This is an optimization exercise on Yosys and OpenROAD, whose aim is small area, not a production implementation. Function was checked by simulation only, so behaviour that the tests miss may differ from the original.

==> module xfr1_boot, before the edit <==
module xfr1_boot (
    input  wire        clk,
    input  wire        rst,          
    input  wire        line_in,      
    output wire        line_out,     
    output wire        boot_user,    
    output wire        fl_req,
    output wire [1:0]  fl_cmd,       
    output wire [15:0] fl_addr,
    output wire [15:0] fl_wdata,
    input  wire        fl_ack,
    input  wire [7:0]  fl_rdata,
    output wire        adc_req,
    input  wire        adc_ack,
    input  wire [7:0]  adc_data
);
    localparam [2:0] ST_BOOT = 3'd0, ST_USER = 3'd1, ST_RX = 3'd2, ST_TX = 3'd4,
                     ST_EXEC = 3'd6,    
                     ST_EXDN = 3'd7;    
    reg  [2:0]    state;
    reg  [3:0]    sub;         
    reg  [5:0]    slot;        
    reg           rx_sync;     
    reg  [7:0]    sr;          
    reg  [1:0]    byte_no;     
    reg  [2:0]    op;
    reg  [7:0]    a0;
    reg  [7:0]    req_hash;    
    reg  [1:0]    phase;       
    reg  [1023:0] ring;
    reg  [5:0]    ptr;
    reg  [7:0]    acc;
    wire s_boot = state == ST_BOOT;
    wire s_rx   = state == ST_RX;
    wire s_exec = state == ST_EXEC;
    wire s_exdn = state == ST_EXDN;
    wire s_ex   = state[2] & state[1];
    wire s_tx   = state == ST_TX;
    wire [7:0] w_lo = ring[7:0];
    wire [7:0] w_hi = ring[15:8];
    wire [5:0] t_last  = (byte_no == 2'd0) ? 6'd49 : 6'd4;    
    wire sub9    = sub == 4'd9;
    wire rx_to   = !rx_sync && !line_in && slot == t_last && sub9;
    wire rx_stop = rx_sync && slot == 6'd9 && sub == 4'd5;
    wire rx_done = s_rx && (rx_to || rx_stop);
    wire rx_ok   = rx_stop && !line_in;
    wire rx_sync_now = s_rx && !rx_sync && line_in;
    wire rx_sample   = s_rx && sub == 4'd5;
    wire       reserved = sr[7:3] != 5'd0 || sr[2:1] == 2'b11;
    wire [1:0] last_no  = (op == 3'd0) ? 2'd2 : (op[2:1] == 2'b01) ? 2'd1 : 2'd3;
    wire       is_last  = byte_no != 2'd0 && byte_no == last_no;
    wire       range_bad = (op[2:1] == 2'b00 && a0[7]) ||
                           (op == 3'd4 && (a0[7] || sr[6:0] != 7'd0)) ||
                           (op == 3'd5 && (a0[7] || a0[6:4] == 3'b111));
    wire       more     = rx_ok && !is_last && !(byte_no == 2'd0 && reserved);
    wire       exec     = rx_done && rx_ok && is_last && req_hash == 8'd0 && !range_bad;
    wire       wr_exec  = exec && op == 3'd1;
    wire adc_on = s_exec && op == 3'd2;
    wire fl_on  = s_exec && op[2];
    wire adc_go = adc_on && adc_ack;
    wire fl_go  = fl_on && fl_ack;
    wire fill_go = fl_go && !op[0];
    wire fin_now = adc_go ||
                   (fill_go && phase[0] && ptr == 6'd63) ||
                   (fl_go && op[0] && phase == 2'd3);
    wire wait_ok  = sub[1] & sub[0];                          
    wire tx_start = (s_exdn || fin_now) && wait_ok;
    wire tx_last  = s_tx && slot == 6'd9 && sub9;
    reg [7:0] tx_val;
    always @(*) begin
        case (op)
            3'd0:    tx_val = a0[0] ? w_hi : w_lo;
            3'd3:    tx_val = acc;
            default: tx_val = 8'h80;
        endcase
    end
    wire [5:0] target = (op[2:1] == 2'b00) ? a0[6:1] : 6'd0;
    wire park_move = byte_no == 2'd0 || ptr != target;
    reg  rot;
    always @(*) begin
        case (state)
            ST_RX:   rot = park_move || (wr_exec && a0[0]);
            ST_EXEC: rot = fl_go && (op[0] ? phase == 2'd1 : phase[0]);
            ST_EXDN: rot = 1'b0;
            default: rot = 1'b1;
        endcase
    end
    wire [7:0] wdat   = s_exec ? fl_rdata : sr;
    wire       we_lo  = (fill_go && !phase[0]) || (wr_exec && !a0[0]);
    wire       we_hi  = (fill_go && phase[0]) || (wr_exec && a0[0]);
    wire [7:0] t_hi   = we_hi ? wdat : w_hi;
    wire [7:0] t_lo   = w_lo;
    always @(posedge clk) begin
        if (rot) begin
            ring <= {t_hi, t_lo, ring[1023:16]};
            ptr  <= ptr + 6'd1;
            acc  <= ((ptr == 6'd0) ? 8'd0 : {acc[5:0], acc[7:6]}) ^ {t_lo[6:0], t_lo[7]} ^ t_hi;
        end else if (we_lo) begin
            ring[7:0] <= wdat;
        end
    end
    assign line_out  = s_tx && (slot == 6'd0 || sr[7]);
    assign boot_user = state == ST_USER;
    assign fl_req    = fl_on;
    assign fl_cmd    = phase & {2{op[0]}};
    assign fl_addr   = {a0, sr[7], ptr, phase[0] & !op[0]};
    assign fl_wdata  = ring[15:0];
    assign adc_req   = adc_on;
    wire clr = (s_boot && line_in) || rx_done || tx_start || tx_last;
    always @(posedge clk) begin
        if (rst || clr) begin
            sub  <= 4'd0;
            slot <= 6'd0;
        end else if (rx_sync_now) begin
            sub  <= 4'd1;
            slot <= 6'd0;
        end else if (!(s_ex && wait_ok)) begin
            sub  <= sub9 ? 4'd0 : sub + 4'd1;
            slot <= slot + {5'd0, sub9};
        end
    end
    always @(posedge clk) begin
        if (clr)
            rx_sync <= 1'b0;
        else if (rx_sync_now)
            rx_sync <= 1'b1;
    end
    always @(posedge clk) begin
        if (adc_go || (tx_start && op == 3'd2 && adc_ack))
            sr <= adc_data;
        else if (tx_start && op != 3'd1 && op != 3'd2)
            sr <= tx_val;
        else if ((rx_sample && !is_last && !rx_stop) || (s_tx && sub9 && slot != 6'd0))
            sr <= {sr[6:0], line_in & s_rx};
    end
    always @(posedge clk) begin
        if (rst) begin
            state   <= ST_BOOT;
            byte_no <= 2'd0;
        end else begin
            case (state)
                ST_BOOT: begin
                    if (line_in)
                        state <= ST_RX;
                    else if (slot == 6'd1 && sub9)
                        state <= ST_USER;
                end
                ST_RX: begin
                    if (rx_done) begin
                        if (more) begin
                            byte_no <= byte_no + 2'd1;
                        end else begin
                            byte_no <= 2'd0;
                            if (exec)
                                state <= (op == 3'd0 || op == 3'd1 || op == 3'd3) ? ST_EXDN : ST_EXEC;
                        end
                    end
                end
                ST_EXEC: if (tx_start) state <= ST_TX;
                         else if (fin_now) state <= ST_EXDN;
                ST_EXDN: if (tx_start) state <= ST_TX;
                ST_TX:   if (tx_last) state <= ST_RX;
                default: ;
            endcase
        end
    end
    always @(posedge clk) begin
        if ((s_boot && line_in) || (rx_done && !more))
            req_hash <= 8'd0;
        else if (rx_sample && rx_sync && slot != 6'd0)
            req_hash <= {req_hash[6:0], req_hash[7]} ^
                        {6'd0, line_in & is_last, line_in & !is_last};
    end
    always @(posedge clk) begin
        if (rx_done && more) begin
            if (byte_no == 2'd0)
                op <= sr[2:0];
            if (byte_no == 2'd1)
                a0 <= sr;
        end
    end
    always @(posedge clk) begin
        if (exec) begin
            phase <= {1'b0, op == 3'd5};
        end else if (fl_go) begin
            if (!op[0])
                phase[0] <= !phase[0];
            else if (phase != 2'd1 || ptr == 6'd63)
                phase <= phase + 2'd1;
        end
    end
endmodule
export LEC_CHECK = 0
export CAP_MARGIN = 0
export CORE_MARGIN = 2
export CORE_UTILIZATION = 70
export PLACE_DENSITY = 0.8
export SLEW_MARGIN = 0
create_clock -name core_clock -period 10.0 [get_ports {clk}]
standard.sh (not shown) runs the stock make flow with config.mk's settings and CLKGATE_MAP_FILE= SYNTH_SCRIPT=/design/flow/synth_recipe.tcl, a recipe that flattens the netlist after the stock synthesis.
==> flow/flow/run.sh <==
#!/bin/bash
# The standard layout (standard.sh), with clock tree synthesis told not to add
# dummy loads and the port buffers made with the smallest buffer cell.
set -euo pipefail
bash standard.sh "CTS_ARGS=-sink_clustering_enable -repair_clock_nets -dont_use_dummy_load -sink_clustering_size 20 -sink_clustering_max_diameter 60 -buf_list {sky130_fd_sc_hd__clkbuf_4 sky130_fd_sc_hd__clkbuf_8}" "BUFFER_PORTS_ARGS=-buffer_cell sky130_fd_sc_hd__buf_1" finish > flow_make.log 2>&1
Next try:
--- a/flow/design.v
+++ b/flow/design.v
@@ -22,12 +22,12 @@
     reg  [5:0]    slot;        
     reg           rx_sync;     
     reg  [7:0]    sr;          
     reg  [1:0]    byte_no;     
     reg  [2:0]    op;
-    reg  [7:0]    a0;
-    reg  [7:0]    req_hash;    
+    reg  [7:0]    a0, a1;
+    reg  [7:0]    req_hash;
     reg  [1:0]    phase;       
     reg  [1023:0] ring;
     reg  [5:0]    ptr;
     reg  [7:0]    acc;
     wire s_boot = state == ST_BOOT;
@@ -43,19 +43,18 @@
     wire rx_to   = !rx_sync && !line_in && slot == t_last && sub9;
     wire rx_stop = rx_sync && slot == 6'd9 && sub == 4'd5;
     wire rx_done = s_rx && (rx_to || rx_stop);
     wire rx_ok   = rx_stop && !line_in;
     wire rx_sync_now = s_rx && !rx_sync && line_in;
-    wire rx_sample   = s_rx && sub == 4'd5;
     wire       reserved = sr[7:3] != 5'd0 || sr[2:1] == 2'b11;
     wire [1:0] last_no  = (op == 3'd0) ? 2'd2 : (op[2:1] == 2'b01) ? 2'd1 : 2'd3;
     wire       is_last  = byte_no != 2'd0 && byte_no == last_no;
     wire       range_bad = (op[2:1] == 2'b00 && a0[7]) ||
-                           (op == 3'd4 && (a0[7] || sr[6:0] != 7'd0)) ||
+                           (op == 3'd4 && (a0[7] || a1[6:0] != 7'd0)) ||
                            (op == 3'd5 && (a0[7] || a0[6:4] == 3'b111));
     wire       more     = rx_ok && !is_last && !(byte_no == 2'd0 && reserved);
-    wire       exec     = rx_done && rx_ok && is_last && req_hash == 8'd0 && !range_bad;
+    wire       exec     = rx_done && rx_ok && is_last && sr == req_hash && !range_bad;
     wire       wr_exec  = exec && op == 3'd1;
     wire adc_on = s_exec && op == 3'd2;
     wire fl_on  = s_exec && op[2];
     wire adc_go = adc_on && adc_ack;
     wire fl_go  = fl_on && fl_ack;
@@ -68,10 +67,11 @@
     wire tx_last  = s_tx && slot == 6'd9 && sub9;
     reg [7:0] tx_val;
     always @(*) begin
         case (op)
             3'd0:    tx_val = a0[0] ? w_hi : w_lo;
+            3'd1:    tx_val = a1;
             3'd3:    tx_val = acc;
             default: tx_val = 8'h80;
         endcase
     end
     wire [5:0] target = (op[2:1] == 2'b00) ? a0[6:1] : 6'd0;
@@ -83,11 +83,11 @@
             ST_EXEC: rot = fl_go && (op[0] ? phase == 2'd1 : phase[0]);
             ST_EXDN: rot = 1'b0;
             default: rot = 1'b1;
         endcase
     end
-    wire [7:0] wdat   = s_exec ? fl_rdata : sr;
+    wire [7:0] wdat   = s_exec ? fl_rdata : a1;
     wire       we_lo  = (fill_go && !phase[0]) || (wr_exec && !a0[0]);
     wire       we_hi  = (fill_go && phase[0]) || (wr_exec && a0[0]);
     wire [7:0] t_hi   = we_hi ? wdat : w_hi;
     wire [7:0] t_lo   = w_lo;
     always @(posedge clk) begin
@@ -101,11 +101,11 @@
     end
     assign line_out  = s_tx && (slot == 6'd0 || sr[7]);
     assign boot_user = state == ST_USER;
     assign fl_req    = fl_on;
     assign fl_cmd    = phase & {2{op[0]}};
-    assign fl_addr   = {a0, sr[7], ptr, phase[0] & !op[0]};
+    assign fl_addr   = {a0, a1[7], ptr, phase[0] & !op[0]};
     assign fl_wdata  = ring[15:0];
     assign adc_req   = adc_on;
     wire clr = (s_boot && line_in) || rx_done || tx_start || tx_last;
     always @(posedge clk) begin
         if (rst || clr) begin
@@ -126,13 +126,13 @@
             rx_sync <= 1'b1;
     end
     always @(posedge clk) begin
         if (adc_go || (tx_start && op == 3'd2 && adc_ack))
             sr <= adc_data;
-        else if (tx_start && op != 3'd1 && op != 3'd2)
+        else if (tx_start && op != 3'd2)
             sr <= tx_val;
-        else if ((rx_sample && !is_last && !rx_stop) || (s_tx && sub9 && slot != 6'd0))
+        else if ((s_rx && sub == 4'd5) || (s_tx && sub9 && slot != 6'd0))
             sr <= {sr[6:0], line_in & s_rx};
     end
     always @(posedge clk) begin
         if (rst) begin
             state   <= ST_BOOT;
@@ -163,22 +163,17 @@
                 default: ;
             endcase
         end
     end
     always @(posedge clk) begin
-        if ((s_boot && line_in) || (rx_done && !more))
-            req_hash <= 8'd0;
-        else if (rx_sample && rx_sync && slot != 6'd0)
-            req_hash <= {req_hash[6:0], req_hash[7]} ^
-                        {6'd0, line_in & is_last, line_in & !is_last};
-    end
-    always @(posedge clk) begin
         if (rx_done && more) begin
-            if (byte_no == 2'd0)
-                op <= sr[2:0];
-            if (byte_no == 2'd1)
-                a0 <= sr;
+            req_hash <= ((byte_no == 2'd0) ? 8'd0 : {req_hash[6:0], req_hash[7]}) ^ sr;
+            case (byte_no)
+                2'd0:    op <= sr[2:0];
+                2'd1:    a0 <= sr;
+                default: a1 <= sr;
+            endcase
         end
     end
     always @(posedge clk) begin
         if (exec) begin
             phase <= {1'b0, op == 3'd5};
What happened: Non-clock buffer count went up by 1; final area rose by 1.4%; sequential cell count goes up by 8; hold slack barely changes; setup slack degrades by 410 ps; critical path depth stays the same; wire length rises by 3.9%; global-route usage came out higher by 0.24 points; count of clock-buffer cells in the layout is higher by 1.

[static timing again, ports no longer ideal]
Ports are ideal in the flow. The routed layouts listed here were re-timed in OpenROAD.
Step 1 assumes that a clkbuf_16 drives the clock port and a buf_2 every other input.
Step 2 times the ports against the registers' clock, not the clock port: input delays grow and output delays shrink by t, the midpoint of the rising clock arrivals with the driver on.
Three values: no drivers, after step 1, after step 2; two values: the first two.
| run | t, ns | slack for setup (ns) | worst register clock-pin slew, ns | worst data-port slew with drivers (ns) | pins driven straight from the clock port |
|---|---|---|---|---|---|
| the first run | 0.687 | 5.179 / 5.210 / 4.523 | 0.11 / 0.11 | 0.04 | 1 |
| the second run | 0.680 | 4.771 / 4.768 / 4.088 | 0.11 / 0.11 | 0.11 | 1 |
After both steps setup and hold are still met in every run listed. For the second run, which loses most, drivers alone change the setup slack by -0.003 ns; drivers and shift together by -0.683 ns.
